From an optimization exercise on the open Yosys and OpenROAD flow, aimed at small area; shortcuts taken in it are not production practice.
The RTL was checked by simulation tests, not by an equivalence proof against the original design.
No driver is modelled on the clock port, so clocking that relies on it looks cheaper here than on a real chip.
Power and IR drop assume default switching activity.

==> flow/design.v <==
module hpf (
    input  wire        clk,
    input  wire        rst,           
    input  wire        op_valid,
    output wire        op_ready,
    input  wire [3:0]  op_sel,
    input  wire [7:0]  op_cmd,        
    input  wire [7:0]  op_plen,       
    input  wire [8:0]  op_flen,       
    input  wire [15:0] op_alg,        
    input  wire        pl_valid,
    input  wire [7:0]  pl_data,
    output wire        pl_ready,
    output wire        tx_valid,
    output wire [7:0]  tx_data,
    input  wire        tx_ready,
    input  wire        rx_valid,
    input  wire        rx_timeout,
    input  wire [7:0]  rx_data,
    output wire        rx_ready,
    output reg         done,
    output wire        busy,
    output reg  [2:0]  session,
    output wire [15:0] mode,
    output reg         mode_valid,
    output wire [2:0]  res_kind,
    output reg         fb_valid,
    output wire [8:0]  fb_len,
    output reg         info_valid,
    output wire [7:0]  info_n,
    output reg  [15:0] info_pkt,
    output reg  [15:0] info_id,
    output reg  [7:0]  det_count,
    output wire [3:0]  err_cause,
    output wire [8:0]  err_len,
    output wire        close_strobe,
    output wire        det_valid,
    output wire [7:0]  det_kind,
    output wire [15:0] det_ax,
    output wire [15:0] det_ay,
    output wire [15:0] det_bx,
    output wire [15:0] det_by
);
    localparam [3:0] OP_OPEN = 4'h1, OP_SEND = 4'h2, OP_READ_FRAME = 4'h3,
                     OP_READ_RESP = 4'h4, OP_KNOCK = 4'h5, OP_SET_MODE = 4'h6,
                     OP_POLL = 4'h7, OP_CLOSE = 4'h8;
    localparam [2:0] SS_UNINIT = 3'd0, SS_CONN = 3'd1, SS_MODESET = 3'd2,
                     SS_POLLING = 3'd3, SS_CLOSED = 3'd4;
    localparam [2:0] RK_NONE = 3'd0, RK_DONE = 3'd1, RK_FRAME = 3'd2,
                     RK_ACK = 3'd3, RK_SINGLE = 3'd4, RK_DET = 3'd5;
    localparam [3:0] E_TIMEOUT = 4'd1, E_BAD_PREFIX = 4'd2, E_BAD_CSUM = 4'd3,
                     E_ACK_MISMATCH = 4'd4, E_UNKNOWN_CMD = 4'd5,
                     E_UNEXPECTED_CMD = 4'd8, E_BAD_STATE = 4'd9, E_CONTRACT = 4'd10;
    localparam [2:0] K_FRAME = 3'd4, K_RESP = 3'd1, K_SEND = 3'd0, K_POLL = 3'd3,
                     K_KNOCK = 3'd6, K_SETMODE = 3'd7;
    reg        tx_ph;               
    reg        rx_ph;               
    reg [2:0]  kop;
    reg [8:0]  idx;                 
    reg [7:0]  acc;                 
    reg [63:0] sd;                  
    reg [2:0]  mode_r;
    reg        pfx_ok;
    reg [2:0]  cls;                 
    reg [3:0]  rc;                  
    localparam [3:0] R_NONE = 4'd0, R_DONE = 4'd12, R_FRAME = 4'd13, R_ACK = 4'd14,
                     R_SINGLE = 4'd15, R_DET = 4'd11;
    wire [7:0] s_plen = sd[7:0];      
    wire [8:0] s_rem  = sd[8:0];      
    wire [7:0] s_cmd  = sd[15:8];
    wire [8:0] rem_dec = s_rem - 9'd1;
    wire [2:0] hp     = cls;          
    wire [8:0] s_flen = sd[8:0];
    wire [2:0] s_alg  = sd[18:16];
    assign busy     = tx_ph | rx_ph;
    wire   rc_kind  = (rc >= 4'd11);
    assign res_kind = rc_kind ? (rc == R_DET ? RK_DET : {1'b0, rc[1:0]} + 3'd1) : RK_NONE;
    assign err_cause = rc_kind ? 4'd0 : rc;
    assign op_ready = ~busy;
    assign mode     = {13'd0, mode_r};
    assign fb_len   = idx;
    assign info_n   = info_pkt[7:0];
    assign err_len  = (rc == E_BAD_PREFIX || rc == E_BAD_CSUM ||
                       rc == E_ACK_MISMATCH || rc == E_UNKNOWN_CMD ||
                       rc == E_UNEXPECTED_CMD) ? idx : 9'd0;
    assign close_strobe = done & (session == SS_CLOSED) & (rc == R_DONE);
    wire accept = op_valid & ~busy;
    wire sel_ok = (op_sel != 4'h0) && (op_sel <= OP_CLOSE);
    wire s_act  = (session == SS_CONN) || (session == SS_MODESET) || (session == SS_POLLING);
    reg  st_ok;
    always @* begin
        case (op_sel)
            OP_OPEN: st_ok = (session == SS_UNINIT);
            OP_POLL: st_ok = (session == SS_MODESET) || (session == SS_POLLING);
            default: st_ok = s_act;
        endcase
    end
    wire args_ok = (op_sel == OP_READ_FRAME) ? (op_flen >= 9'd6 && op_flen <= 9'd261) :
                   (op_sel == OP_SET_MODE)   ? (op_alg <= 16'd6) : 1'b1;
    wire adm_ok  = sel_ok & st_ok & args_ok;
    wire       tx_body = (hp == 3'd5);
    wire       pl_zero = (s_plen == 8'd0);
    wire       tx_last = tx_body & pl_zero;
    wire       tx_host = tx_body & ~pl_zero & (kop == K_SEND);
    reg  [7:0] tx_byte;
    always @* begin
        case (hp)
            3'd0:    tx_byte = 8'h55;
            3'd1:    tx_byte = 8'hAA;
            3'd2:    tx_byte = 8'h11;
            3'd3:    tx_byte = s_plen;
            3'd4:    tx_byte = s_cmd;
            default: tx_byte = pl_zero ? acc : (kop == K_SEND) ? pl_data :
                               {5'd0, s_alg & {3{sd[1]}}};
        endcase
    end
    assign tx_valid = tx_ph & (~tx_host | pl_valid);
    assign tx_data  = tx_byte;
    assign pl_ready = tx_ph & tx_host & tx_ready;
    wire   tx_fire  = tx_valid & tx_ready;
    assign rx_ready = rx_ph;
    wire   rx_fire  = rx_valid & rx_ph;
    wire   rx_byte  = rx_fire & ~rx_timeout;
    wire [8:0] idx_inc = idx + 9'd1;
    wire   is_resp  = (kop == K_RESP) || (kop == K_POLL);
    wire   is_ack   = (kop == K_KNOCK) || (kop == K_SETMODE);
    wire   rx_last  = (kop == K_FRAME) ? (s_rem == 9'd1) :
                      is_ack ? (idx[3:0] == 4'd5) : (idx[3:0] == 4'd15);
    wire   sum_ok   = (acc == rx_data);
    wire   frame_ok = pfx_ok & sum_ok;
    wire   c_det    = cls[2] & ~cls[1];
    wire   c_known  = (cls != 3'd0);
    wire   c_info   = (cls == 3'd2);
    wire   c_ok     = cls[1] & cls[0];
    wire   c_ack    = (cls == 3'd7);
    wire   det_last = (det_count == 8'd1);
    wire   in_f     = (idx >= 9'd5) && (idx <= 9'd8);
    wire   in_d     = (idx >= 9'd5) && (idx <= 9'd12);
    reg [7:0] pfx_byte;
    always @* begin
        case (idx[1:0])
            2'd0:    pfx_byte = 8'h55;
            2'd1:    pfx_byte = 8'hAA;
            default: pfx_byte = 8'h11;
        endcase
    end
    reg [2:0] cls_in;
    always @* begin
        case (rx_data)
            8'h20, 8'h2C, 8'h2D: cls_in = 3'd1;
            8'h29:               cls_in = 3'd2;
            8'h2E:               cls_in = {cls[2], 2'b11};
            8'h2A:               cls_in = 3'd4;
            8'h2B:               cls_in = 3'd5;
            default:             cls_in = 3'd0;
        endcase
    end
    assign det_valid = rx_byte & rx_last & is_resp & info_valid & frame_ok & c_det;
    assign det_kind  = {7'b0010101, cls[0]};
    assign det_ax    = sd[15:0];
    assign det_ay    = sd[31:16];
    assign det_bx    = sd[47:32];
    assign det_by    = sd[63:48];
    always @(posedge clk) begin
        if (rst) begin
            tx_ph      <= 1'b0;
            rx_ph      <= 1'b0;
            done       <= 1'b0;
            session    <= SS_UNINIT;
            mode_valid <= 1'b0;
            rc         <= R_NONE;
            fb_valid   <= 1'b0;
            info_valid <= 1'b0;
            det_count  <= 8'd0;
        end else begin
            done <= 1'b0;
            if (accept) begin
                rc        <= R_NONE;
                cls       <= 3'd0;
                acc       <= 8'd0;
                pfx_ok    <= 1'b1;
                if (op_sel != OP_OPEN && op_sel != OP_SEND && op_sel != OP_CLOSE)
                    idx <= 9'd0;
                if (!adm_ok) begin
                    rc       <= (!sel_ok || st_ok) ? E_CONTRACT : E_BAD_STATE;
                    fb_valid  <= 1'b0;
                    det_count <= 8'd0;
                    done      <= 1'b1;
                end else begin
                    case (op_sel)
                        OP_OPEN: begin
                            session  <= SS_CONN;
                            rc      <= R_DONE;
                            done     <= 1'b1;
                        end
                        OP_CLOSE: begin
                            session  <= SS_CLOSED;
                            rc      <= R_DONE;
                            done     <= 1'b1;
                        end
                        OP_SEND: begin
                            kop        <= K_SEND;
                            sd[15:0]   <= {op_cmd, op_plen};
                            tx_ph      <= 1'b1;
                        end
                        OP_READ_FRAME: begin
                            kop        <= K_FRAME;
                            sd[8:0]    <= op_flen;
                            fb_valid   <= 1'b0;
                            rx_ph      <= 1'b1;
                        end
                        OP_READ_RESP: begin
                            kop        <= K_RESP;
                            fb_valid   <= 1'b0;
                            det_count  <= 8'd0;
                            info_valid <= 1'b0;
                            rx_ph      <= 1'b1;
                        end
                        OP_KNOCK: begin
                            kop        <= K_KNOCK;
                            sd[15:0]   <= {8'h2C, 8'd0};
                            fb_valid   <= 1'b0;
                            tx_ph      <= 1'b1;
                        end
                        OP_SET_MODE: begin
                            kop        <= K_SETMODE;
                            sd[18:0]   <= {op_alg[2:0], 8'h2D, 8'd2};
                            fb_valid   <= 1'b0;
                            tx_ph      <= 1'b1;
                        end
                        default: begin   
                            kop        <= K_POLL;
                            sd[15:0]   <= {8'h20, 8'd0};
                            fb_valid   <= 1'b0;
                            det_count  <= 8'd0;
                            info_valid <= 1'b0;
                            session    <= SS_POLLING;
                            tx_ph      <= 1'b1;
                        end
                    endcase
                end
            end
            if (tx_fire) begin
                acc <= acc + tx_byte;
                if (!tx_body)
                    cls <= cls + 3'd1;
                else if (!pl_zero)
                    sd[8:0] <= rem_dec;
                else begin
                    acc   <= 8'd0;
                    tx_ph <= 1'b0;
                    if (kop == K_SEND) begin
                        rc      <= R_DONE;
                        done     <= 1'b1;
                    end else begin
                        rx_ph <= 1'b1;
                    end
                end
            end
            if (rx_fire) begin
                if (rx_timeout) begin
                    rc       <= E_TIMEOUT;
                    fb_valid  <= 1'b0;
                    det_count <= 8'd0;
                    rx_ph     <= 1'b0;
                    done      <= 1'b1;
                end else begin
                    idx <= idx_inc;
                    acc <= acc + rx_data;
                    if (kop == K_FRAME)
                        sd[8:0] <= rem_dec;
                    if (idx[8:2] == 7'd0 && idx[1:0] != 2'd3 && rx_data != pfx_byte)
                        pfx_ok <= 1'b0;
                    if (idx == 9'd3)
                        cls <= {(rx_data == 8'h00), 2'b00};
                    if (idx == 9'd4)
                        cls <= cls_in;
                    if (is_resp && !info_valid && in_f)
                        {info_id, info_pkt} <= {rx_data, info_id, info_pkt[15:8]};
                    if (is_resp && info_valid && in_d)
                        sd <= {rx_data, sd[63:8]};
                    if (rx_last) begin
                        acc      <= 8'd0;
                        pfx_ok   <= 1'b1;
                        rx_ph    <= 1'b0;
                        done     <= 1'b1;
                        fb_valid <= 1'b1;
                        if (!frame_ok) begin
                            rc       <= pfx_ok ? E_BAD_CSUM : E_BAD_PREFIX;
                            fb_valid  <= 1'b0;
                            det_count <= 8'd0;
                        end else if (kop == K_FRAME) begin
                            rc      <= R_FRAME;
                        end else if (is_ack) begin
                            if (!c_ack) begin
                                rc       <= E_ACK_MISMATCH;
                                fb_valid  <= 1'b0;
                                det_count <= 8'd0;
                            end else begin
                                if (kop == K_SETMODE) begin
                                    mode_r     <= s_alg;
                                    mode_valid <= 1'b1;
                                    session    <= SS_MODESET;
                                end
                                rc      <= R_DONE;
                            end
                        end else if (!info_valid) begin
                            if (c_ok) begin
                                rc      <= R_ACK;
                            end else if (c_info) begin
                                info_valid <= 1'b1;
                                det_count  <= info_n;
                                if (info_n == 8'd0) begin
                                    rc      <= R_DET;
                                end else begin
                                    idx   <= 9'd0;
                                    rx_ph <= 1'b1;
                                    done  <= 1'b0;
                                end
                            end else if (c_known) begin
                                rc      <= R_SINGLE;
                            end else begin
                                rc       <= E_UNKNOWN_CMD;
                                fb_valid  <= 1'b0;
                                det_count <= 8'd0;
                            end
                        end else begin
                            if (!c_det) begin
                                rc       <= c_known ? E_UNEXPECTED_CMD : E_UNKNOWN_CMD;
                                fb_valid  <= 1'b0;
                                det_count <= 8'd0;
                            end else begin
                                det_count <= det_count - 8'd1;
                                if (det_last) begin
                                    det_count <= info_n;
                                    rc      <= R_DET;
                                end else begin
                                    idx   <= 9'd0;
                                    rx_ph <= 1'b1;
                                    done  <= 1'b0;
                                end
                            end
                        end
                    end
                end
            end
        end
    end
endmodule
==> flow/flow/run.sh <==
#!/bin/bash
# The standard layout with: an area-oriented ABC mapping in synthesis (flow/synth_override.tcl,
# registers unchanged), buf_1 port buffers, and a clock tree of clkbuf_8 that is then
# downsized, leaves first, where the flip-flop clock slew allows (flow/post_cts.tcl).
set -euo pipefail
here=$(pwd)
{ head -1 synth_recipe.tcl; cat flow/synth_override.tcl; tail -n +2 synth_recipe.tcl; } > my_synth.tcl
sed "s#synth_recipe.tcl#my_synth.tcl#" standard.sh > my_standard.sh
export BUFFER_PORTS_ARGS="-buffer_cell sky130_fd_sc_hd__buf_1"
export CTS_ARGS="-sink_clustering_enable -repair_clock_nets -buf_list sky130_fd_sc_hd__clkbuf_8 -root_buf sky130_fd_sc_hd__clkbuf_8 -dont_use_dummy_load"
export POST_CTS_TCL="$here/flow/post_cts.tcl"
bash my_standard.sh > standard.log 2>&1
==> flow/flow/post_cts.tcl <==
proc hpf_worst_clk_slew {} {
  estimate_parasitics -placement
  set w 0
  foreach p [get_pins -of_objects [all_registers] -filter "name == CLK"] {
    set s [get_property $p slew_max]
    if {$s > $w} { set w $s }
  }
  return $w
}
proc hpf_is_leaf {inst} {
  foreach p [get_pins -of_objects $inst -filter "direction == output"] {
    foreach l [get_pins -of_objects [get_nets -of_objects $p] -filter "direction == input"] {
      if {[get_property $l name] eq "CLK"} { return 1 }
    }
  }
  return 0
}
set hpf_limit 0.120
puts "post_cts: worst clock pin slew before [hpf_worst_clk_slew]"
set hpf_leaves {}
set hpf_upper {}
foreach inst [get_cells *] {
  if {[get_property $inst ref_name] ne "sky130_fd_sc_hd__clkbuf_8"} { continue }
  if {[hpf_is_leaf $inst]} { lappend hpf_leaves $inst } else { lappend hpf_upper $inst }
}
foreach inst [concat $hpf_leaves $hpf_upper] {
  foreach cand {sky130_fd_sc_hd__clkbuf_2 sky130_fd_sc_hd__clkbuf_4} {
    replace_cell $inst $cand
    set w [hpf_worst_clk_slew]
    if {$w <= $hpf_limit} {
      puts "post_cts: [get_name $inst] -> $cand (worst slew $w)"
      break
    }
    replace_cell $inst sky130_fd_sc_hd__clkbuf_8
  }
}
puts "post_cts: worst clock pin slew after [hpf_worst_clk_slew]"
detailed_placement
check_placement -verbose
estimate_parasitics -placement
==> flow/flow/synth_override.tcl <==
# Technology mapping for area: two rounds of ABC restructuring (&deepsyn, 200 s each), each
# followed by three rounds of mapping with area recovery, at the real clock period (ps), and adders are left to ABC (no Kogge-Stone carry map, no full-adder
# extraction). Registers, flattening and renaming are exactly the standard synthesis's.
set ::my_abc_script {+strash;&get,-n;&deepsyn,-T,200;&st;&dc2;&dch,-f;&nf,-R,1000;&st;&dc2;&dch,-f;&nf,-R,1000;&st;&dc2;&dch,-f;&nf,-R,1000;&st;&deepsyn,-T,200;&st;&dc2;&dch,-f;&nf,-R,1000;&st;&dc2;&dch,-f;&nf,-R,1000;&st;&dc2;&dch,-f;&nf,-R,1000;&put}
proc abc {args} {
  set a {}
  set skip 0
  foreach x $args {
    if {$skip} { set skip 0; continue }
    if {$x eq "-script" || $x eq "-D"} { set skip 1; continue }
    lappend a $x
  }
  yosys abc -script $::my_abc_script -D 8000 {*}$a
}
proc synth {args} {
  set a {}
  set skip 0
  foreach x $args {
    if {$skip} { set skip 0; continue }
    if {$x eq "-extra-map"} { set skip 1; continue }
    lappend a $x
  }
  yosys synth -nofsm -noshare {*}$a
}
proc extract_fa {args} {}
==> flow/standard.sh <==
#!/bin/bash
# synth_recipe.tcl (not shown) runs the flow's synth.tcl, then flattens the netlist and writes it again
# the make line also repeats each setting of config.mk as NAME=value (left out here)
make -C /OpenROAD-flow-scripts/flow DESIGN_CONFIG=/design/flow/config.mk WORK_HOME=/design/flow/orfs CLKGATE_MAP_FILE= SYNTH_SCRIPT=/design/flow/synth_recipe.tcl "${@:-finish}"
==> flow/config.mk <==
export PLATFORM = sky130hd
export DESIGN_NAME = hpf
export DESIGN_NICKNAME = hpf
export VERILOG_FILES = /design/flow/design.v
export SDC_FILE = /design/flow/constraint.sdc
export NUM_CORES = 4
export LEC_CHECK = 0
export CAP_MARGIN = 0
export CORE_MARGIN = 2
export CORE_UTILIZATION = 40
export SLEW_MARGIN = 0
==> flow/constraint.sdc <==
create_clock -name core_clock -period 8.0 [get_ports {clk}]
set_input_delay 1.6000 -clock core_clock [delete_from_list [all_inputs] [get_ports {clk}]]
set_output_delay 1.6000 -clock core_clock [all_outputs]
set_load 0.01 [all_outputs]
==> results.json <==
{
  "avgSynthCellArea_sq_um": 10.08,
  "gp_congestion": 0.9323,
  "tightest_slew_ns": 0.9150,
  "r2r_start": "sd[1]$_DFFE_PN_",
  "hold_depth": 0,
  "synth_area_sq_mm": 0.007337,
  "fin_skew_ns": 0.03995,
  "fillers": 1819,
  "crit_path_max_incr_delay_ns": 0.57,
  "ys_warn_count": 1,
  "switching_share": 0.2706,
  "ys.flop_type": "edfxtp_1",
  "setup_slack_ns": 2.698,
  "seq_power_share": 0.619,
  "final_cell_mix": "buf_1, edfxtp_1, nand2_1, nor2_1, o21ai_0",
  "wire_per_inst_um": 19.35,
  "cts_num_sinks": 144,
  "ir_drop_uv": 106.5,
  "cts_tree": "done",
  "pwr_density_cell_mw_per_mm2": 161.5,
  "die_x_um": 139.4,
  "status": "no timing/DRC/antenna violations",
  "detailed_place_hpwl_um": 17710,
  "postRouteAntennaNets": 0,
  "finalMaxSlewViolations": 0,
  "mostFrequentLayoutCell": "buf_1",
  "power_w": 0.001384,
  "diodes": 0,
  "dr.pass1.iters": 8,
  "power.switching_w": 0.0003746,
  "leakage_nw": 2.855,
  "vias": 6708,
  "wirelength_um": 23280,
  "clkLatencyLatePin_ns": 0.44,
  "met1Wirelength_um": 10240,
  "internal_power_w": 0.001009,
  "final_hold_viol_count": 0,
  "synth-async-reset-ratio": 0,
  "worst-r2r-cell-count": 20,
  "clk_pin_slew_ns": 0.12,
  "crit_required_ns": 6.40,
  "setup_viol": 0,
  "die_area_sq_mm": 0.01944,
  "synth_largest_area_cell": "edfxtp_1",
  "highest_layer": "met5",
  "grt_pass1_wl_um": 34910,
  "rows": 49,
  "synth_cell_types": 48,
  "seqCellArea_sq_mm": 0.004114,
  "vias_per_cell": 5.576,
  "grt_max_degree": 46,
  "worstSetupStartpointType": "primary input",
  "clkPwrFrac": 0.251,
  "min-delay-start": "sd[62]$_DFFE_PP_",
  "start_util": 0.4084,
  "endpoint_kind": "output port",
  "max_slew_margin": 0.3900,
  "grtUsageTotal": 0.2355,
  "die_h_um": 139.4,
  "drive_gt1_frac": 0.02875,
  "fin_crit_sh": 0.6628,
  "drt_iter0_markers": 620,
  "fin_nets": 1044,
  "fp.coreArea_sq_mm": 0.01796,
  "synth_seq_area_share": 0.5607,
  "hp-class": "flip-flop to flip-flop",
  "pwr-share-comb": 0.130,
  "area_delta_synth_final_pct": 16.80,
  "critical_path.startpoint": "rx_data[3]",
  "portBuffers": 230,
  "tns_ns": 0,
  "route.met2.wl_um": 10390,
  "rsz0062_at_grt": "false",
  "path_cells": "buf_1, xnor2_1, nand4b_1, nor3_1, nand2_1, nor3_1, buf_1",
  "io_pins": 251,
  "synth.area.top_cells": "edfxtp_1, dfxtp_1, nand2_1",
  "synthCells": 728,
  "wl_met3_um": 2065,
  "synth-edff-count": 123,
  "slowest_stage": "buf_1",
  "multi_input_area_sq_mm": 0.003047,
  "fin_crit_ns": 5.302,
  "critPathMaxFanout": 10,
  "cap_violations": 0,
  "grt_pass1_vias": 6051,
  "synth_top_area_share": 0.5034,
  "cp_data_arrival_time_ns": 3.70,
  "hold_ws_ns": 0.4476,
  "synth-seq-cells": 144,
  "place_ws_ns": 2.379,
  "crit_type": "primary input to output port",
  "grt_overflow": 0,
  "utilization": 0.4771,
  "max_freq_mhz": 188.6,
  "antenna_found_initial": 2,
  "drc": 0
}
==> metal layers <==
layer / GRT usage / vias up
met4: 0.07974 / 2
met5: 0 / -
met2: 0.3589 / 345
met3: 0.06228 / 38
li1: - / 3165
met1: 0.3274 / 3158
==> worst max-delay path: cells and delay by family <==
family / cells / cell delay (ns)
XOR/XNOR: 1 / 0.24
AND/OR/NAND/NOR: 4 / 1.10
buffers and inverters: 2 / 0.76
==> stage by stage <==
step / cell area [sq um] / cells
floorplan: 7405 / 746
global placement: 8419 / 1186
detailed placement: 8419 / 1186
finish: 8569 / 1203
global route: 8569 / 1203
==> final cells by class <==
type,count,share of cell area
Sequential cell,144,0.4801
Multi-Input combinational cell,564,0.3555
Timing Repair Buffer,240,0.1095
Tap cell,229,0.03344
Clock buffer,17,0.01752
Inverter,9,0.003942
==> worst paths after layout <==
kind / end / slack, ns
worst max-delay path: det_valid / 2.70
worst min-delay path: sd[54]$_DFFE_PP_ / 0.45
worst max register to register: acc[7]$_DFFE_PN_ / 3.70
worst min register to register: sd[54]$_DFFE_PP_ / 0.45
==> cells by family (layout without fill, tap and decap cells) <==
logic type                 Yosys count  after routing  synth area share
DFF                                144            144            0.5607
xor gates and xnor gates            33             33           0.03939
AOI/OAI and AO/OA                  159            159            0.1402
adders and majority gates            1              1          0.001364
other                                2             20          0.001024
and+or+nand+nor                    351            351            0.2231
buffers and inverters               38            266           0.03428
==> flip-flops by register name (all words and copies together) (netlist names), 3 cells and up <==
register / flops
session: 3
info_pkt: 16
acc: 8
kop: 3
det_count: 8
cls: 3
sd: 64
idx: 9
mode_r: 3
info_id: 16
rc: 4
==> power groups by stage <==
stage,Clock (W),Sequential (W),Combinational [W]
final,0.000347,0.000857,0.000180
after global placement,0,0.000873,0.000176
after floorplan,0,0.000866,0.000114
after global routing,0.000390,0.000860,0.000199
after detailed placement,0,0.000873,0.000177
==> cell usage after synthesis, types with 5 or more instances <==
library cell and count:
a21oi_1 36, and2_0 18, o21a_1 6, o22ai_1 14, a222oi_1 6, nor2b_1 8
nand2b_1 13, nor3_1 35, xnor2_1 18, a31oi_1 7, o21ai_0 38, nand4_1 8
edfxtp_1 123, xor2_1 15, nor4_1 12, a32oi_1 6, nor2_1 91, dfxtp_1 21
clkinv_1 9, a22oi_1 5, nand3_1 26, and3_1 10, a211oi_1 7, nand2_1 109
or2_0 8, o31ai_1 5, buf_4 29, o211ai_1 10

## static timing again, ports no longer ideal
The results above use ideal ports. As a check the final layout listed here was re-extracted and re-timed, cells and wires unchanged. Step 1, drivers: a clkbuf_16 drives clk and a buf_2 each remaining input, both assumed. Step 2 moves the port delays by t, midway between the first and last clock arrival at a register: inputs arrive t later, outputs are due t later. That takes back most of the time a late clock gives input paths. Three values: ideal, step 1, step 2; two values: the first two.
shift t [ns]: 0.457
slack for setup (ns): 2.698 / 2.670 / 2.315
worst register clock-pin slew, ns: 0.12 / 0.12
cell pins on the clock port's net: 1
After both steps setup and hold are still met in this run. The setup slack of this run moves by -0.028 ns with the drivers and by -0.383 ns with both steps.
